What follows belongs to an exercise in optimizing a design on an open flow for small area and few clock cycles; a production flow would make more cautious choices. Only simulation tests tie the RTL to the original design; equivalence was not proved. Power figures rest on the tool's default switching activity, not on a simulated workload.

**flow/run.sh**
```bash
#!/bin/bash
# The standard layout (standard.sh), with smaller port buffers and a clock
# tree built from smaller buffers without dummy loads.
set -euo pipefail
export BUFFER_PORTS_ARGS="-buffer_cell sky130_fd_sc_hd__buf_1"
export CTS_ARGS="-sink_clustering_enable -repair_clock_nets -dont_use_dummy_load -buf_list sky130_fd_sc_hd__clkbuf_8 -sink_clustering_size 14 -sink_clustering_max_diameter 60"
bash standard.sh > standard.log 2>&1
```
**standard.sh**
```bash
#!/bin/bash
# synth_recipe.tcl (not shown) runs the flow's synth.tcl, then flattens the netlist and writes it again
# the make line also repeats each setting of config.mk as NAME=value (left out here)
make -C /OpenROAD-flow-scripts/flow DESIGN_CONFIG=/design/flow/config.mk WORK_HOME=/design/flow/orfs CLKGATE_MAP_FILE= SYNTH_SCRIPT=/design/flow/synth_recipe.tcl "${@:-finish}"
```
**config.mk**
```make
export PLATFORM = sky130hd
export DESIGN_NAME = crush_fp
export DESIGN_NICKNAME = crush_fp
export VERILOG_FILES = /design/flow/design.v
export SDC_FILE = /design/flow/constraint.sdc
export NUM_CORES = 4
export LEC_CHECK = 0
export CAP_MARGIN = 20
export CORE_MARGIN = 2
export CORE_UTILIZATION = 40
export SLEW_MARGIN = 20
```
**constraint.sdc**
```tcl
create_clock -name core_clock -period 10.0 [get_ports {clk}]
set_input_delay 2.0000 -clock core_clock [delete_from_list [all_inputs] [get_ports {clk}]]
set_output_delay 2.0000 -clock core_clock [all_outputs]
set_load 0.01 [all_outputs]
```
**design.v**
```verilog
module crush_parser #(
    parameter [7:0] SENTINEL = 8'h24,
    parameter       CAPACITY = 80
) (
    input  wire        clk,
    input  wire        rst,
    input  wire        rx_valid,
    input  wire [7:0]  rx_data,
    output wire        rx_ready,
    input  wire        can_take,      
    input  wire        buf_busy,      
    output wire [2:0]  err,           
    output wire        dispatch,      
    output reg         cmd_r,
    output reg         cmd_j,
    output reg  [31:0] address,
    output reg  [31:0] req_len,       
    output reg  [6:0]  payload_len,
    output wire        wr_en,
    output wire [7:0]  wr_data,
    output wire [6:0]  age_next       
);
    localparam [3:0] S_WAIT = 4'd0,
                     S_CMD  = 4'd1,
                     S_WID  = 4'd2,
                     S_LH   = 4'd3,
                     S_LL   = 4'd4,
                     S_ADDR = 4'd5,
                     S_PH   = 4'd6,
                     S_PL   = 4'd7,
                     S_CH   = 4'd8,
                     S_CL   = 4'd9;
    reg  [3:0]  state;
    reg  [1:0]  width;
    reg  [7:0]  remaining;
    reg  [7:0]  ck_acc;
    reg  [2:0]  k;
    reg  [6:0]  age;        
    wire [6:0] pl_m40   = payload_len - 7'd40;
    wire [6:0] pl_x2    = {payload_len[5:0], 1'b0};
    wire [6:0] due      = (payload_len < 7'd40) ? pl_x2 - 7'd1 : {pl_m40[5:0], 1'b0};
    wire       slot_ok  = (payload_len == 7'd0) || (age == due) || (payload_len == CAPACITY);
    wire [7:0] b = rx_data;
    wire       is_digit = (b >= 8'h30) && (b <= 8'h39);
    wire       is_upper = (b >= 8'h41) && (b <= 8'h46);
    wire       is_lower = (b >= 8'h61) && (b <= 8'h66);
    wire       is_hex   = is_digit || is_upper || is_lower;
    wire [3:0] nib      = is_digit ? b[3:0] : (b[3:0] + 4'd9);
    wire       is_req   = (b == 8'h57) || (b == 8'h52) || (b == 8'h4A);
    wire       is_wid   = (b == 8'h31) || (b == 8'h32) || (b == 8'h33);
    wire [7:0] rem_dec  = remaining - 8'd1;
    wire       rem_zero = (remaining == 8'd0);
    wire       rem_one  = (remaining == 8'd1);
    wire       more_pl  = (rem_dec[7:2] != 6'd0);       
    wire [7:0] ck_low   = ck_acc + {4'd0, nib};
    wire       is_w     = !cmd_r && !cmd_j;
    assign rx_ready = !((state == S_CL) && !can_take) &&
                      !((state == S_PL) && is_w && (buf_busy || !slot_ok));
    wire fire = rx_valid && rx_ready;
    reg e_parse, e_ck, e_ovf, disp;
    always @(*) begin
        e_parse = 1'b0;
        e_ck    = 1'b0;
        e_ovf   = 1'b0;
        disp    = 1'b0;
        case (state)
            S_WAIT: ;
            S_CMD:  e_parse = !is_req;
            S_WID:  e_parse = !is_wid;
            S_LH, S_LL, S_PH: e_parse = !is_hex;
            S_ADDR, S_CH: e_parse = !is_hex || rem_zero;
            S_PL: begin
                e_parse = !is_hex;
                e_ovf   = is_hex && (payload_len == CAPACITY);
            end
            S_CL: begin
                e_parse = !is_hex || !rem_one;
                e_ck    = is_hex && rem_one && (ck_low != 8'd0);
                disp    = is_hex && rem_one && (ck_low == 8'd0);
            end
            default: e_parse = 1'b1;
        endcase
    end
    assign err      = fire ? {e_ovf, e_ck, e_parse} : 3'b000;
    assign dispatch = fire && disp;
    assign wr_en   = fire && (state == S_PL) && is_hex && is_w && (payload_len != CAPACITY);
    assign wr_data = {req_len[3:0], nib};
    wire   wr_first = wr_en && (payload_len == 7'd0);
    assign age_next = wr_first ? 7'd0 : (age == 7'd79) ? 7'd0 : age + 7'd1;
    always @(posedge clk) age <= age_next;
    always @(posedge clk) begin
        if (rst) begin
            state <= S_WAIT;
        end else if (fire) begin
            if (e_parse || e_ck || e_ovf || disp) begin
                state <= S_WAIT;
            end else begin
                case (state)
                    S_WAIT: if (b == SENTINEL) begin
                        ck_acc      <= 8'd0;
                        address     <= 32'd0;
                        req_len     <= 32'd0;
                        payload_len <= 7'd0;
                        state       <= S_CMD;
                    end
                    S_CMD: begin
                        cmd_r  <= b[4] && !b[0];         
                        cmd_j  <= !b[4];                 
                        ck_acc <= ck_acc + b;
                        state  <= S_WID;
                    end
                    S_WID: begin
                        width  <= b[1:0];
                        ck_acc <= ck_acc + b;
                        state  <= S_LH;
                    end
                    S_LH: begin
                        remaining <= {nib, 4'd0};
                        ck_acc    <= ck_acc + b;
                        state     <= S_LL;
                    end
                    S_LL: begin
                        remaining <= {remaining[7:4], nib};
                        ck_acc    <= ck_acc + b;
                        k         <= {width, 1'b1};
                        state     <= S_ADDR;
                    end
                    S_ADDR: begin
                        remaining <= rem_dec;
                        address   <= {address[27:0], nib};
                        ck_acc    <= ck_acc + b;
                        k         <= k - 3'd1;
                        if (k == 3'd0)
                            state <= more_pl ? S_PH : S_CH;
                    end
                    S_PH: begin
                        remaining <= rem_dec;
                        req_len   <= {req_len[27:0], nib};
                        ck_acc    <= ck_acc + b;
                        state     <= S_PL;
                    end
                    S_PL: begin
                        remaining   <= rem_dec;
                        req_len     <= {req_len[27:0], nib};
                        payload_len <= payload_len + 7'd1;
                        ck_acc      <= ck_acc + b;
                        state       <= more_pl ? S_PH : S_CH;
                    end
                    S_CH: begin
                        remaining <= rem_dec;
                        ck_acc    <= ck_acc + {nib, 4'd0};
                        state     <= S_CL;
                    end
                    default: state <= S_WAIT;
                endcase
            end
        end
    end
endmodule
module crush_encoder #(
    parameter [7:0] SENTINEL   = 8'h24,
    parameter [7:0] TERMINATOR = 8'h0A
) (
    input  wire        clk,
    input  wire        rst,
    output wire        free,          
    input  wire        take_req,      
    input  wire        req_r,
    input  wire        req_j,
    input  wire [31:0] req_addr,
    input  wire [31:0] req_len,
    input  wire [6:0]  req_n,
    input  wire        take_ind,      
    input  wire [31:0] ind_addr,
    input  wire [2:0]  ind_len,
    input  wire [31:0] ind_data,
    input  wire [6:0]  ring_age,      
    output wire [6:0]  ring_row,
    input  wire [7:0]  ring_rdata,
    output wire        ring_busy,     
    output wire        mem_valid,
    output wire [1:0]  mem_op,
    output wire [31:0] mem_addr,
    output wire [7:0]  mem_wdata,
    input  wire        mem_ready,
    input  wire [15:0] mem_rdata,
    output reg         tx_valid,
    output reg  [7:0]  tx_data,
    input  wire        tx_ready
);
    localparam [3:0] E_IDLE = 4'd0,
                     E_WR   = 4'd1,
                     E_INV  = 4'd2,
                     E_SENT = 4'd3,
                     E_CMD  = 4'd4,
                     E_WID  = 4'd5,
                     E_LH   = 4'd6,
                     E_LL   = 4'd7,
                     E_ADDR = 4'd8,
                     E_PH   = 4'd9,
                     E_PL   = 4'd10,
                     E_CH   = 4'd11,
                     E_CL   = 4'd12,
                     E_TERM = 4'd13;
    localparam [1:0] T_W = 2'd0, T_R = 2'd1, T_J = 2'd2, T_I = 2'd3;
    function [7:0] hex;
        input [3:0] v;
        hex = (v <= 4'd9) ? (8'h30 + {4'd0, v}) : (8'h37 + {4'd0, v});
    endfunction
    reg [3:0]  st;
    reg [1:0]  typ;
    reg [31:0] base;        
    reg [31:0] remain;      
    reg [6:0]  n;           
    reg [6:0]  idx;         
    reg [7:0]  data;        
    reg        have;        
    reg [7:0]  ckn;         
    reg [6:0]  dage;        
    reg [6:0]  row;         
    wire is_r = (typ == T_R);
    wire is_j = (typ == T_J);
    wire is_i = (typ == T_I);
    wire [1:0] w      = (base[31:16] == 16'd0) ? 2'd1 :
                        (base[31:24] == 8'd0)  ? 2'd2 : 2'd3;
    wire       big    = (remain[31:6] != 26'd0) || (remain[5:0] > 6'd34);
    wire [5:0] chunk  = big ? 6'd34 : remain[5:0];
    wire [6:0] nf     = is_r ? {1'b0, chunk} : is_j ? 7'd2 : is_i ? n : 7'd0;
    wire [7:0] llv    = {5'd0, w, 1'b0} + {nf, 1'b0} + 8'd4;
    wire       last   = !(is_r && big);
    wire [3:0] anib   = base[{idx[2:0], 2'b00} +: 4];
    assign mem_addr  = base + {25'd0, idx};
    assign mem_wdata = ring_rdata;
    assign ring_row  = row;
    wire [6:0] zs    = (dage == 7'd79) ? 7'd0 : dage + 7'd1;
    wire [6:0] jz    = zs[0] ? (7'd40 + {1'b0, zs[6:1]}) : {1'b0, zs[6:1]};
    assign ring_busy = (st == E_WR) && (idx <= jz) && (jz < n);
    wire       adv   = (st == E_WR) && mem_ready;
    wire [6:0] rstep = !adv ? 7'd1 : (idx == 7'd39) ? 7'd78 : 7'd79;    
    wire [7:0] rsum  = {1'b0, row} + {1'b0, rstep};
    wire [6:0] row_next  = (rsum >= 8'd80) ? rsum[6:0] - 7'd80 : rsum[6:0];
    wire [6:0] dage_next = (dage == 7'd79) ? 7'd0 : dage + 7'd1;
    wire rd_ph   = (st == E_PH) && is_r;
    assign mem_valid = (st == E_WR) || (st == E_INV) || (rd_ph && !have);
    assign mem_op    = (st == E_WR) ? 2'd1 : (st == E_INV) ? 2'd3 : 2'd2;
    wire mem_fire    = mem_valid && mem_ready;
    reg [3:0] dn;
    always @(*) begin
        tx_valid = 1'b1;
        case (st)
            E_LH:   dn = llv[7:4];
            E_LL:   dn = llv[3:0];
            E_ADDR: dn = anib;
            E_PH:   dn = is_r ? (have ? data[7:4] : mem_rdata[7:4]) : remain[31:28];
            E_PL:   dn = is_r ? data[3:0] : remain[31:28];
            E_CH:   dn = ckn[7:4];
            default: dn = ckn[3:0];
        endcase
        case (st)
            E_SENT: tx_data = SENTINEL;
            E_CMD:  tx_data = is_r ? 8'h72 : is_j ? 8'h6A : is_i ? 8'h49 : 8'h77;
            E_WID:  tx_data = {6'b001100, w};
            E_TERM: tx_data = TERMINATOR;
            default: tx_data = hex(dn);
        endcase
        if (st == E_IDLE || st == E_WR || st == E_INV) tx_valid = 1'b0;
        if (rd_ph && !have && !mem_ready) tx_valid = 1'b0;
    end
    wire fire = tx_valid && tx_ready;
    assign free = (st == E_IDLE) || ((st == E_TERM) && tx_ready && last);
    always @(posedge clk) begin
        dage <= dage_next;
        row  <= row_next;
        if (rst) begin
            st   <= E_IDLE;
            have <= 1'b0;
        end else begin
            case (st)
                E_WR: if (mem_ready) begin
                    idx <= idx + 7'd1;
                    if (idx + 7'd1 == n) st <= E_SENT;
                end
                E_INV: if (mem_ready) begin
                    remain[31:16] <= mem_rdata;
                    st <= E_SENT;
                end
                E_SENT: if (fire) begin ckn <= 8'd0; st <= E_CMD; end
                E_CMD:  if (fire) begin ckn <= ckn - tx_data; st <= E_WID; end
                E_WID:  if (fire) begin ckn <= ckn - tx_data; st <= E_LH; end
                E_LH:   if (fire) begin ckn <= ckn - tx_data; st <= E_LL; end
                E_LL:   if (fire) begin
                    ckn <= ckn - tx_data;
                    idx <= {4'd0, w, 1'b1};
                    st  <= E_ADDR;
                end
                E_ADDR: if (fire) begin
                    ckn <= ckn - tx_data;
                    idx <= idx - 7'd1;
                    if (idx[2:0] == 3'd0) begin
                        idx <= 7'd0;
                        st  <= (nf == 7'd0) ? E_CH : E_PH;
                    end
                end
                E_PH: begin
                    if (mem_fire) data <= mem_rdata[7:0];
                    if (fire) begin
                        ckn  <= ckn - tx_data;
                        have <= 1'b0;
                        if (!is_r) remain <= {remain[27:0], 4'd0};
                        st   <= E_PL;
                    end else if (mem_fire) begin
                        have <= 1'b1;
                    end
                end
                E_PL: if (fire) begin
                    ckn <= ckn - tx_data;
                    if (!is_r) remain <= {remain[27:0], 4'd0};
                    idx <= idx + 7'd1;
                    st  <= (idx + 7'd1 == nf) ? E_CH : E_PH;
                end
                E_CH: if (fire) st <= E_CL;
                E_CL: if (fire) st <= E_TERM;
                E_TERM: if (fire) begin
                    if (!last) begin
                        base   <= mem_addr;             
                        remain <= remain - 32'd34;
                        st     <= E_SENT;
                    end else begin
                        st <= E_IDLE;
                    end
                end
                default: ;
            endcase
            if (free && take_ind) begin
                typ    <= T_I;
                base   <= ind_addr;
                remain <= ind_data;
                n      <= {4'd0, ind_len};
                idx    <= 7'd0;
                st     <= E_SENT;
            end else if (free && take_req) begin
                typ    <= {req_j, req_r};
                base   <= req_addr;
                remain <= req_len;
                n      <= req_n;
                idx    <= 7'd0;
                dage   <= ring_age;
                row    <= ring_age;
                if (req_j)                     st <= E_INV;
                else if (req_r)                st <= (req_len == 32'd0) ? E_IDLE : E_SENT;
                else                           st <= (req_n == 7'd0) ? E_SENT : E_WR;
            end
        end
    end
endmodule
module crush_fp (
    input  wire        clk,
    input  wire        rst,
    input  wire        rx_valid,
    input  wire [7:0]  rx_data,
    output wire        rx_ready,
    output wire        tx_valid,
    output wire [7:0]  tx_data,
    input  wire        tx_ready,
    input  wire        ind_valid,
    input  wire [31:0] ind_addr,
    input  wire [2:0]  ind_len,
    input  wire [31:0] ind_data,
    output wire        ind_ready,
    output wire        mem_valid,
    output wire [1:0]  mem_op,        
    output wire [31:0] mem_addr,
    output wire [7:0]  mem_wdata,
    input  wire        mem_ready,
    input  wire [15:0] mem_rdata,
    output reg  [2:0]  status
);
    localparam [7:0] SENTINEL = 8'h24;
    localparam       CAPACITY = 80;
    wire        free, dispatch, p_r, p_j, wr_en, ring_busy;
    wire [2:0]  p_err;
    wire [31:0] p_addr, p_len;
    wire [6:0]  p_n, age_next, rd_row;
    wire [7:0]  wr_data, rd_data;
    assign ind_ready = free;
    crush_parser #(.SENTINEL(SENTINEL), .CAPACITY(CAPACITY)) u_parser (
        .clk(clk), .rst(rst),
        .rx_valid(rx_valid), .rx_data(rx_data), .rx_ready(rx_ready),
        .can_take(free && !ind_valid),
        .buf_busy(ring_busy),
        .err(p_err), .dispatch(dispatch),
        .cmd_r(p_r), .cmd_j(p_j), .address(p_addr), .req_len(p_len), .payload_len(p_n),
        .wr_en(wr_en), .wr_data(wr_data), .age_next(age_next)
    );
    reg [8*CAPACITY-1:0] ring;
    always @(posedge clk)
        ring <= {ring[8*CAPACITY-9:0], wr_en ? wr_data : ring[8*CAPACITY-1 -: 8]};
    assign rd_data = ring[{rd_row, 3'b000} +: 8];
    crush_encoder #(.SENTINEL(SENTINEL)) u_enc (
        .clk(clk), .rst(rst),
        .free(free),
        .take_req(dispatch), .req_r(p_r), .req_j(p_j),
        .req_addr(p_addr), .req_len(p_len), .req_n(p_n),
        .take_ind(ind_valid), .ind_addr(ind_addr), .ind_len(ind_len), .ind_data(ind_data),
        .ring_age(age_next), .ring_row(rd_row), .ring_rdata(rd_data), .ring_busy(ring_busy),
        .mem_valid(mem_valid), .mem_op(mem_op), .mem_addr(mem_addr), .mem_wdata(mem_wdata),
        .mem_ready(mem_ready), .mem_rdata(mem_rdata),
        .tx_valid(tx_valid), .tx_data(tx_data), .tx_ready(tx_ready)
    );
    always @(posedge clk) begin
        if (rst) status <= 3'b000;
        else     status <= status | p_err;
    end
endmodule
```
==> run notes, run 1 <==
gr ovfl total 0; Post-DP HPWL 60.05 mm; worst r2r dst u_enc.ckn[7]; die height 295.3 um; unrepaired setup endpoints after global routing false; GPL Wtd Cong 0.9721; CTS buffer count 82; Core Area 83820 sq um; R2R cell count 28; CTS Hold Buffers Added 0; Area growth syn-to-layout 8.713%; Avg Cell Area, Syn 12.73 sq um; YS warnings 3; Design Area, Final 36890 sq um; Final Total Pwr 7.510 mW; CP Max Fanout 5; htree depth 3; Clk network pwr share 0.242; CP Capture Type primary output; vias 22100; Gate Count Post-Synth 2665; sw power 2.393 mW; Hold Path Class reg2reg; internal power 5.117 mW; clock tree from TritonCTS yes; io pins 154; Lkg Pwr 13.20 nW; Total Neg Setup Slack 0 ps; Startpoint Class flop; Non-Filler Instances 3931; Syn Std Cell Area 33930 sq um; Synth area leaders dfxtp_1 (40%), edfxtp_1 (17%), mux4_2 (14%); Worst Setup EP tx_data[1]; Mapped Nets 2850; top_reg_cell synth dfxtp_1; cell taking the most area after synthesis dfxtp_1; Worst Skew 92.04 ps; first-pass GRT wire length 132.6 mm; Cell Area, Placed 35710 sq um; WL per Instance 21.70 um; reg2reg start u_enc.remain[24]; DRT iter0 DRCs 1959; initial antenna violation count 6; Fmax 128.0 MHz; sequential area share after synthesis 0.5652; initial core utilization 0.4048; Power Density 203.6 nW/um^2; worst slew pin tran 1056 ps; most frequent cell after synthesis dfxtp_1; CP startpoint u_enc.remain[24]; Setup-failing EPs final 0; most frequent cells after synthesis dfxtp_1 (673), mux4_2 (208), edfxtp_1 (190); Root Buffer clkbuf_8; ys async rst share 0; gr usage total 0.1957; Synth cell types 89; Final min period 7815 ps; Clk Latency, worst-skew pair 700 ps; dpl cells 3843; clk slew on worst S/H paths 80 ps; Cell Rows 106; relative slew slack 0.2957; Switching Share 0.3186; status finished clean; VDD IR-drop max 0.1248 mV; largest net degree at the start of global routing 98; Clock Sinks 863; Pre-Repair DR Iteration Count 5; layout cells sized above 1 0.1354; Resized Gates After CTS 0; DRC viols 0; area share of the leading cell type in the synthesized netlist 0.3970; vias in the first global route 22410; Comb pwr share 0.222; CP required 8000 ps; setup bufs post-CTS 0; Seq cells post-synth 863; Hold Fails Final Rpt 0; Final ANT Viol Nets 0; worst setup path class reg2out; internal reg-to-reg setup slack 2980 ps; Arrival @ worst endpoint 5820 ps; Post-synth EDFFs 190; Buffers on Ports 152; Final #Nets 2979; part of the cycle the worst path needs 0.7815; final wirelength 85.30 mm; part of the power in registers 0.536; die area 87180 sq um; Die Width 295.3 um; # Max-Cap Violations 0; routed vias/inst 5.622; Max Slew Vio Count 0; CTS Buffer Depth 3
state kept, by name (all words and copies together), names as in the netlist, 2 cells and up:
| name | flops |
|---|---|
| ring | 640 |
| status | 3 |
| u_enc.base | 32 |
| u_enc.ckn | 8 |
| u_enc.dage | 7 |
| u_enc.data | 8 |
| u_enc.idx | 7 |
| u_enc.n | 7 |
| u_enc.remain | 32 |
| u_enc.row | 7 |
| u_enc.st | 4 |
| u_enc.typ | 2 |
| u_parser.address | 32 |
| u_parser.age | 7 |
| u_parser.ck_acc | 8 |
| u_parser.k | 3 |
| u_parser.payload_len | 7 |
| u_parser.remaining | 8 |
| u_parser.req_len | 32 |
| u_parser.state | 4 |
| u_parser.width | 2 |
critical path, stage by stage (launching register included):
cell and delay, ps:
edfxtp_1 460, or4_4 570, or3_4 380, nor3_1 460
a31oi_1 240, inv_1 150, ha_1 230, inv_1 60
ha_1 180, a21oi_1 90, or2_2 290, o211ai_1 150
nor3b_1 290, o22ai_1 200, ha_1 270, nor2_1 180
nor2b_1 100, a21oi_4 200, mux2_4 320, o22ai_1 140
buf_1 190
cell families after synthesis:
| logic type | after synthesis | share of synthesized area |
|---|---|---|
| mux | 253 | 0.1520 |
| buf+inv | 247 | 0.02773 |
| other cells | 1 | 0.0001105 |
| xor+xnor | 124 | 0.03322 |
| simple gates | 612 | 0.09211 |
| flops | 863 | 0.5652 |
| compound gates | 476 | 0.09539 |
| fa+ha+maj | 89 | 0.03429 |
worst min-delay path by stage:
stage / slack [ps] / from / end / cells after the start
after floorplan: 330 / ring[112] / ring[120] / 0
after CTS: 310 / ring[191] / ring[199] / 0
after global placement: 330 / ring[467] / ring[475] / 0
final: 300 / ring[0] / ring[8] / 0
after global routing: 310 / ring[164] / ring[172] / 0
after detailed placement: 330 / ring[501] / ring[509] / 0
metal layers:
layer	vias up	part of all wire	global-route usage
met1	11070	0.43	0.2667
met2	755	0.47	0.3187
met5	-	0.00015	0
met3	164	0.064	0.02887
met4	2	0.031	0.06896
li1	10110	-	-
cell usage in the layout, fill, tap and decap left out, types with 28 or more instances in the layout:
master,Yosys,routed
a21o_1,28,28
a21oi_1,99,97
a22oi_1,39,39
and2_1,66,66
buf_1,30,152
buf_4,2,33
clkbuf_8,0,82
dfxtp_1,673,669
edfxtp_1,190,190
ha_1,81,81
inv_1,104,104
mux2i_1,30,30
mux4_2,208,208
nand2_1,129,129
nand3_1,38,38
nor2_1,151,148
nor3_1,61,58
o21ai_0,81,81
o22ai_1,43,43
xnor2_1,73,73
xor2_1,48,48
metrics by stage:
step,setup slack (ps),hold WS [ps],util
floorplan,2295,325.9,-
global placement,2796,330.6,0.4259
detailed placement,2606,330.9,0.4260
CTS,2172,307.5,0.4395
global route,1825,309.6,0.4401
finish,2185,299.9,0.4401
power groups by stage:
stage | sequential (mW) | combinational, mW | clock [mW]
after floorplan | 3.84 | 1.32 | 0
after global placement | 4.11 | 1.64 | 0
after detailed placement | 4.11 | 1.66 | 0
after CTS | 4.03 | 1.66 | 1.89
after global routing | 4.05 | 1.80 | 2.02
final | 4.02 | 1.67 | 1.82
layout make-up:
class	count	area (sq um)
Tap cell	1134	1419
Inverter	105	394.1
Sequential cell	863	19190
Timing Repair Buffer	187	865.8
Multi-Input combinational cell	1555	13880
Clock buffer	82	1129
Antenna cell	5	12.51
Fill cell	7666	46930
Testbench counts, summed over its fixed seeds: cycles 44,711.
==> run 2: changes to the inputs <==
--- a/design.v
+++ b/design.v
@@ -395,7 +395,15 @@
     reg [8*CAPACITY-1:0] ring;
     always @(posedge clk)
         ring <= {ring[8*CAPACITY-9:0], wr_en ? wr_data : ring[8*CAPACITY-1 -: 8]};
-    assign rd_data = ring[{rd_row, 3'b000} +: 8];
+    wire [127:0] rd_hot = 128'd1 << rd_row;
+    reg  [7:0]   rd_sel;
+    integer r;
+    always @(*) begin
+        rd_sel = 8'd0;
+        for (r = 0; r < CAPACITY; r = r + 1)
+            rd_sel = rd_sel | (ring[8*r +: 8] & {8{rd_hot[r]}});
+    end
+    assign rd_data = rd_sel;
     crush_encoder #(.SENTINEL(SENTINEL)) u_enc (
         .clk(clk), .rst(rst),
         .free(free),
==> run.sh (new file) <==
#!/bin/bash
# synth_recipe.tcl (not shown) runs the flow's synth.tcl, then flattens the netlist and writes it again
# the make line also repeats each setting of config.mk as NAME=value (left out here)
make -C /OpenROAD-flow-scripts/flow DESIGN_CONFIG=/design/flow/config.mk WORK_HOME=/design/flow/orfs CLKGATE_MAP_FILE= SYNTH_SCRIPT=/design/flow/synth_recipe.tcl finish
removed: flow/run.sh
removed: standard.sh
==> run 2 against run 1 <==
  * Power is 20% higher
  * First-iteration DRC count is 66% higher
  * Clock skew is 32 ps lower
  * Global-route usage is 6.8 points higher
  * Largest cell class unchanged
  * Final area is 6.9% higher
  * Critical endpoint unchanged
  * Critical path type unchanged
  * Still clean
  * Final cell count is 11% higher
  * Largest power group unchanged
  * Hold slack better by 17 ps
==> run notes, run 2 <==
Core Area 82110 sq um; CP Capture Type primary output; cell taking the most area after synthesis dfxtp_1; Final Total Pwr 9.006 mW; Power Density 228.3 nW/um^2; Syn Std Cell Area 33210 sq um; Arrival @ worst endpoint 6190 ps; Post-synth EDFFs 190; Startpoint Class flop; sequential area share after synthesis 0.5775; Root Buffer clkbuf_16; DRT iter0 DRCs 3256; most frequent cells after synthesis dfxtp_1 (673), nor2_1 (258), a22oi_1 (204); Biggest register ring; area share of the leading cell type in the synthesized netlist 0.4057; CP Max Fanout 6; Post-DP HPWL 84.45 mm; Avg Cell Area, Syn 10.91 sq um; initial antenna violation count 1; Final min period 8191 ps; Seq cells post-synth 863; Fmax 122.1 MHz; Final #Nets 3427; critical path's slowest cell or4_1; Cell Area, Placed 36320 sq um; Non-Filler Instances 4382; unrepaired setup endpoints after global routing false; fillcell total 7436; internal reg-to-reg setup slack 3060 ps; top_reg_cell synth dfxtp_1; Worst Skew 59.77 ps; die area 85340 sq um; Clk Latency, worst-skew pair 670 ps; relative slew slack 0.1442; vias 26440; most frequent cells in the layout dfxtp_1 (673), nor2_1 (256), a22oi_1 (204); initial core utilization 0.4044; Lkg Pwr 15.05 nW; CTS buffer count 86; clock tree from TritonCTS yes; Design Area, Final 39450 sq um; Hold Path Class reg2reg; fin util 0.4804; GPL Wtd Cong 0.9626; Total Neg Setup Slack 0 ps; CP bufs+invs 4; final wirelength 115.2 mm; Hold Fails Final Rpt 0; number of flip-flops in the largest register 640; Pre-Repair DR Iteration Count 6; Buffers on Ports 152; gr ovfl total 0; CP required 8000 ps; Resized Gates After CTS 0; WL per Instance 26.29 um; clk slew on worst S/H paths 70 ps; vias in the first global route 25760; layout cells sized above 1 0.1012; Setup-failing EPs final 0; Clock Sinks 863; worst setup path class reg2out; DRC viols 0; die height 292.1 um; Area growth syn-to-layout 18.78%; part of the cycle the worst path needs 0.8191; Cell Rows 105; Synth area leaders dfxtp_1 (41%), edfxtp_1 (17%), a22oi_1 (4.6%); status finished clean; commonest non-fill, non-tap cell in the layout dfxtp_1; Die Width 292.1 um; gr usage total 0.2640; htree depth 3; Max Slew Vio Count 0; routed vias/inst 6.033; Final ANT Viol Nets 0; Synth cell types 97; CP delay by family, top simple AND/OR/NAND/NOR gates; dpl cells 4224; CTS Buffer Depth 3; largest net degree at the start of global routing 72; # Max-Cap Violations 0; ys async rst share 0; CTS Hold Buffers Added 0; VDD IR-drop max 0.1460 mV; most frequent cell after synthesis dfxtp_1; first-pass GRT wire length 169.1 mm; Cell Chain, Critical Path or4_1 -> nor4_4 -> and3_2 -> a32oi_1 -> inv_1 -> ha_1 -> ha_1 -> inv_1 -> fa_1 -> xnor2_1 -> a21oi_1 -> inv_1 -> ha_1 -> or2_2 -> o311ai_0 -> o31ai_4 -> mux2i_1 -> a22o_1 -> clkdlybuf4s50_1; worst slew pin tran 1279 ps; Gate Count Post-Synth 3045; Mapped Nets 3230; CP peak stage delay 660 ps; io pins 154; setup bufs post-CTS 0; YS warnings 3
==> run 2: kinds of logic after synthesis <==
| logic type | count (synthesis) | synth area share |
|---|---|---|
| DFF | 863 | 0.5775 |
| and+or+nand+nor | 948 | 0.1429 |
| buffers and inverters | 219 | 0.02562 |
| AOI/OAI and AO/OA | 760 | 0.1699 |
| adders and majority gates | 88 | 0.03474 |
| muxes | 41 | 0.01582 |
| xor gates and xnor gates | 125 | 0.03338 |
| other | 1 | 0.0001129 |
==> run 2: path summary, 6_finish.rpt <==
check                        start  cells past startpoint           end
setup / recovery  u_enc.remain[22]                     19    tx_data[1]
hold / removal           ring[368]                      0     ring[376]
setup reg to reg  u_enc.remain[22]                     27  u_enc.ckn[7]
hold reg to reg          ring[368]                      0     ring[376]
==> run 2: where the power goes <==
part           leakage (nW)  internal (mW)  total (mW)  switching [mW]
Clock                  1.50           2.00        3.44            1.45
Sequential             7.30           3.69        3.85           0.160
Combinational          6.25          0.628        1.72            1.09
Total                  15.1           6.31        9.01            2.69
==> run 2: final cells by class <==
class / instances / area (sq um) / area share
Sequential cell: 863 / 19180 / 0.4862
Tap cell: 1070 / 1339 / 0.03394
Inverter: 89 / 334.1 / 0.008469
Clock inverter: 35 / 556.8 / 0.01411
Antenna cell: 1 / 2.502 / 0.00006344
Clock buffer: 122 / 2529 / 0.06410
Timing Repair Buffer: 239 / 2175 / 0.05513
Multi-Input combinational cell: 1963 / 13330 / 0.3380
==> run 2: per-stage QoR <==
| step | hold WS (ps) | worst slack (ps) |
|---|---|---|
| detailed placement | 332.4 | 1861 |
| floorplan | 323.2 | 2515 |
| finish | 316.8 | 1809 |
| global route | 330.6 | 1467 |
| global placement | 332.3 | 2106 |
| CTS | 323.4 | 1833 |
==> run 2: layer usage <==
layer | routed length [um] | global-route usage | part of all wire | vias up
li1 | - | - | - | 11780
met1 | 49280 | 0.3651 | 0.43 | 12890
met2 | 50660 | 0.4056 | 0.44 | 1489
met3 | 10690 | 0.05267 | 0.093 | 279
met4 | 4588 | 0.1046 | 0.040 | 0
met5 | 0 | 0 | 0 | -
Testbench counts of run 2, summed over its fixed seeds: cycles 44,711.
==> run 3: changes to the inputs <==
==> flow/run.sh (new file) <==
#!/bin/bash
# The standard layout (standard.sh) with two changes: each port gets the
# smallest buffer (buf_1), and the clock tree uses clkbuf_8 clusters of up to
# 14 sinks without dummy loads. The make output goes to standard.log; ORFS
# keeps each step's log under orfs/logs/.
set -euo pipefail
export BUFFER_PORTS_ARGS="-buffer_cell sky130_fd_sc_hd__buf_1"
export CTS_ARGS="-sink_clustering_enable -repair_clock_nets -dont_use_dummy_load -buf_list sky130_fd_sc_hd__clkbuf_8 -sink_clustering_size 14 -sink_clustering_max_diameter 60"
bash standard.sh > standard.log 2>&1
==> standard.sh (new file) <==
#!/bin/bash
# synth_recipe.tcl (not shown) runs the flow's synth.tcl, then flattens the netlist and writes it again
# the make line also repeats each setting of config.mk as NAME=value (left out here)
make -C /OpenROAD-flow-scripts/flow DESIGN_CONFIG=/design/flow/config.mk WORK_HOME=/design/flow/orfs CLKGATE_MAP_FILE= SYNTH_SCRIPT=/design/flow/synth_recipe.tcl "${@:-finish}"
removed: run.sh
==> run 3 against run 2 <==
  * Maximum frequency increased by 4.3%
  * Synthesized area is the same
  * Final cell count fell by 1.9%
  * Highest routed layer unchanged
  * First-iteration DRC count fell by 5.7%
  * Non-clock buffer count is 4 lower
  * Critical endpoint unchanged
  * Wire length is 0.87% lower
==> run notes, run 3 <==
ys async rst share 0; part of the cycle the worst path needs 0.7856; most frequent cells after synthesis dfxtp_1 (673), nor2_1 (258), a22oi_1 (204); Hold Path Class reg2reg; Resized Gates After CTS 0; Final min period 7856 ps; Synth cell types 97; Core Area 82110 sq um; Final ANT Viol Nets 0; Post-DP HPWL 83.79 mm; sequential area share after synthesis 0.5775; worst slew pin tran 1318 ps; relative slew slack 0.1180; Max Slew Vio Count 0; most frequent cells in the layout dfxtp_1 (673), nor2_1 (253), a22oi_1 (204); Cell Rows 105; first-pass GRT wire length 166.2 mm; DRC viols 0; gr usage total 0.2605; Design Area, Final 36460 sq um; Area growth syn-to-layout 9.773%; htree depth 3; CP Capture Type primary output; Clock Sinks 863; Hold Fails Final Rpt 0; Final #Nets 3415; top_reg_cell synth dfxtp_1; gr ovfl total 0; Setup-failing EPs final 0; Mapped Nets 3230; die area 85340 sq um; Root Buffer clkbuf_8; vias in the first global route 25110; final wirelength 114.2 mm; clock tree from TritonCTS yes; CTS Buffer Depth 3; io pins 154; Clk Latency, worst-skew pair 770 ps; # Max-Cap Violations 0; cell taking the most area after synthesis dfxtp_1; Total Neg Setup Slack 0 ps; YS warnings 3; initial core utilization 0.4044; largest net degree at the start of global routing 48; clk slew on worst S/H paths 90 ps; Arrival @ worst endpoint 5860 ps; Seq cells post-synth 863; VDD IR-drop max 0.1131 mV; worst setup path class reg2out; DRT iter0 DRCs 3072; Buffers on Ports 152; Post-synth EDFFs 190; WL per Instance 26.57 um; Synth area leaders dfxtp_1 (41%), edfxtp_1 (17%), a22oi_1 (4.6%); Cell Area, Placed 35320 sq um; Avg Cell Area, Syn 10.91 sq um; CTS Hold Buffers Added 0; CP Max Fanout 6; initial antenna violation count 1; die height 292.1 um; Lkg Pwr 13.69 nW; Syn Std Cell Area 33210 sq um; Pre-Repair DR Iteration Count 6; Power Density 199.7 nW/um^2; status finished clean; commonest non-fill, non-tap cell in the layout dfxtp_1; setup bufs post-CTS 0; vias 26180; Startpoint Class flop; Fmax 127.3 MHz; Worst Skew 100.6 ps; CTS buffer count 78; CP required 8000 ps; Biggest register ring; routed vias/inst 6.090; GPL Wtd Cong 0.9649; layout cells sized above 1 0.08147; Die Width 292.1 um; most frequent cell after synthesis dfxtp_1; area share of the leading cell type in the synthesized netlist 0.4057; number of flip-flops in the largest register 640; unrepaired setup endpoints after global routing false; Gate Count Post-Synth 3045
==> run 3: cell counts after synthesis <==
Identical to the previous run, type by type.
==> run 3: worst max-delay path, cell delays in order (launching register included) <==
cell and delay [ps]:
edfxtp_1 480, or4_1 670, nor4_4 370, and3_2 320, a32oi_1 180, inv_1 100, ha_1 140, ha_1 160
inv_1 70, fa_1 460, xnor2_1 170, a21oi_1 410, inv_1 90, ha_1 180, or2_2 280, o311ai_0 170
o31ai_4 210, mux2i_1 250, a22o_1 260, buf_1 180
==> run 3: metal layers <==
layer | up-vias | wire [um] | global-route usage
li1 | 11660 | - | -
met1 | 12840 | 48230 | 0.3599
met2 | 1429 | 50440 | 0.4033
met5 | - | 0 | 0
met4 | 0 | 4511 | 0.1001
met3 | 255 | 11030 | 0.05031
==> run 3: per-stage QoR <==
step           cells  worst slack [ps]  hold WS, ps  utilization  total power, mW
2_1_floorplan   3045              2515        323.2            -            4.892
3_3_place_gp    4216              2262        326.0       0.4299            5.474
3_5_place_dp    4218              2091        331.6       0.4301            5.483
4_1_cts         4296              2132        260.3       0.4432            7.242
5_1_grt         4299              1852        269.9       0.4440            7.545
6_report        4299              2144        280.1       0.4440            7.280
==> run 3: final cells by class <==
class                           instances  area, sq um
Fill cell                            7749        45660
Sequential cell                       863        19180
Multi-Input combinational cell       1963        13320
Tap cell                             1070         1339
Timing Repair Buffer                  235         1211
Clock buffer                           78         1074
Inverter                               89        334.1
Antenna cell                            1        2.502
==> run 3: path summary, 6_finish.rpt <==
kind	start	to	slack, ps	depth (start not counted)
worst min register to register	ring[13]	ring[21]	280	0
worst max-delay path	u_enc.remain[22]	tx_data[1]	2140	19
worst min-delay path	ring[13]	ring[21]	280	0
worst max register to register	u_enc.remain[22]	u_enc.ckn[7]	3090	27
==> run 3: where the power goes <==
| part | switching (mW) | total [mW] | internal (mW) |
|---|---|---|---|
| Combinational | 1.09 | 1.63 | 0.532 |
| Clock | 1.11 | 1.81 | 0.696 |
| Sequential | 0.162 | 3.85 | 3.68 |
| Total | 2.37 | 7.28 | 4.91 |
==> run 3: cells by family (layout without fill, tap and decap cells) <==
group,Yosys count,in the layout,share of synthesized area
flip-flops,863,863,0.5775
multiplexers,41,41,0.01582
AO/OA/AOI/OAI,760,760,0.1699
adder cells (fa/ha/maj),88,88,0.03474
AND/OR/NAND/NOR,948,948,0.1429
other,1,2,0.0001129
buffers and inverters,219,402,0.02562
XOR/XNOR,125,125,0.03338

==> static timing again, ports no longer ideal <==
In the flow no input, the clock included, has a driving cell. The finished layouts below were timed again as built, in two steps. Step 1 assumes that a clkbuf_16 drives the clock port and a buf_2 every other input. Step 2 moves the port delays by t, midway between the first and last clock arrival at a register: inputs arrive t later, outputs are due t later. That takes back most of the time a late clock gives input paths. a / b / c = no drivers / after step 1 / after step 2; a / b = the first two.
| run | t (ns) | slack for setup (ns) | worst setup path at the end | clock arrival spread, ns |
|---|---|---|---|---|
| run 1 | 0.715 | 2.185 / 2.125 / 2.644 | input to register | 0.094 / 0.095 |
| run 2 | 0.714 | 1.809 / 1.742 / 1.756 | input to register | 0.077 / 0.077 |
| run 3 | 0.748 | 2.144 / 2.085 / 2.050 | input to register | 0.174 / 0.174 |
After both steps setup and hold are still met in every run listed. For run 3, which loses most, drivers alone change the setup slack by -0.059 ns; drivers and shift together by -0.094 ns.
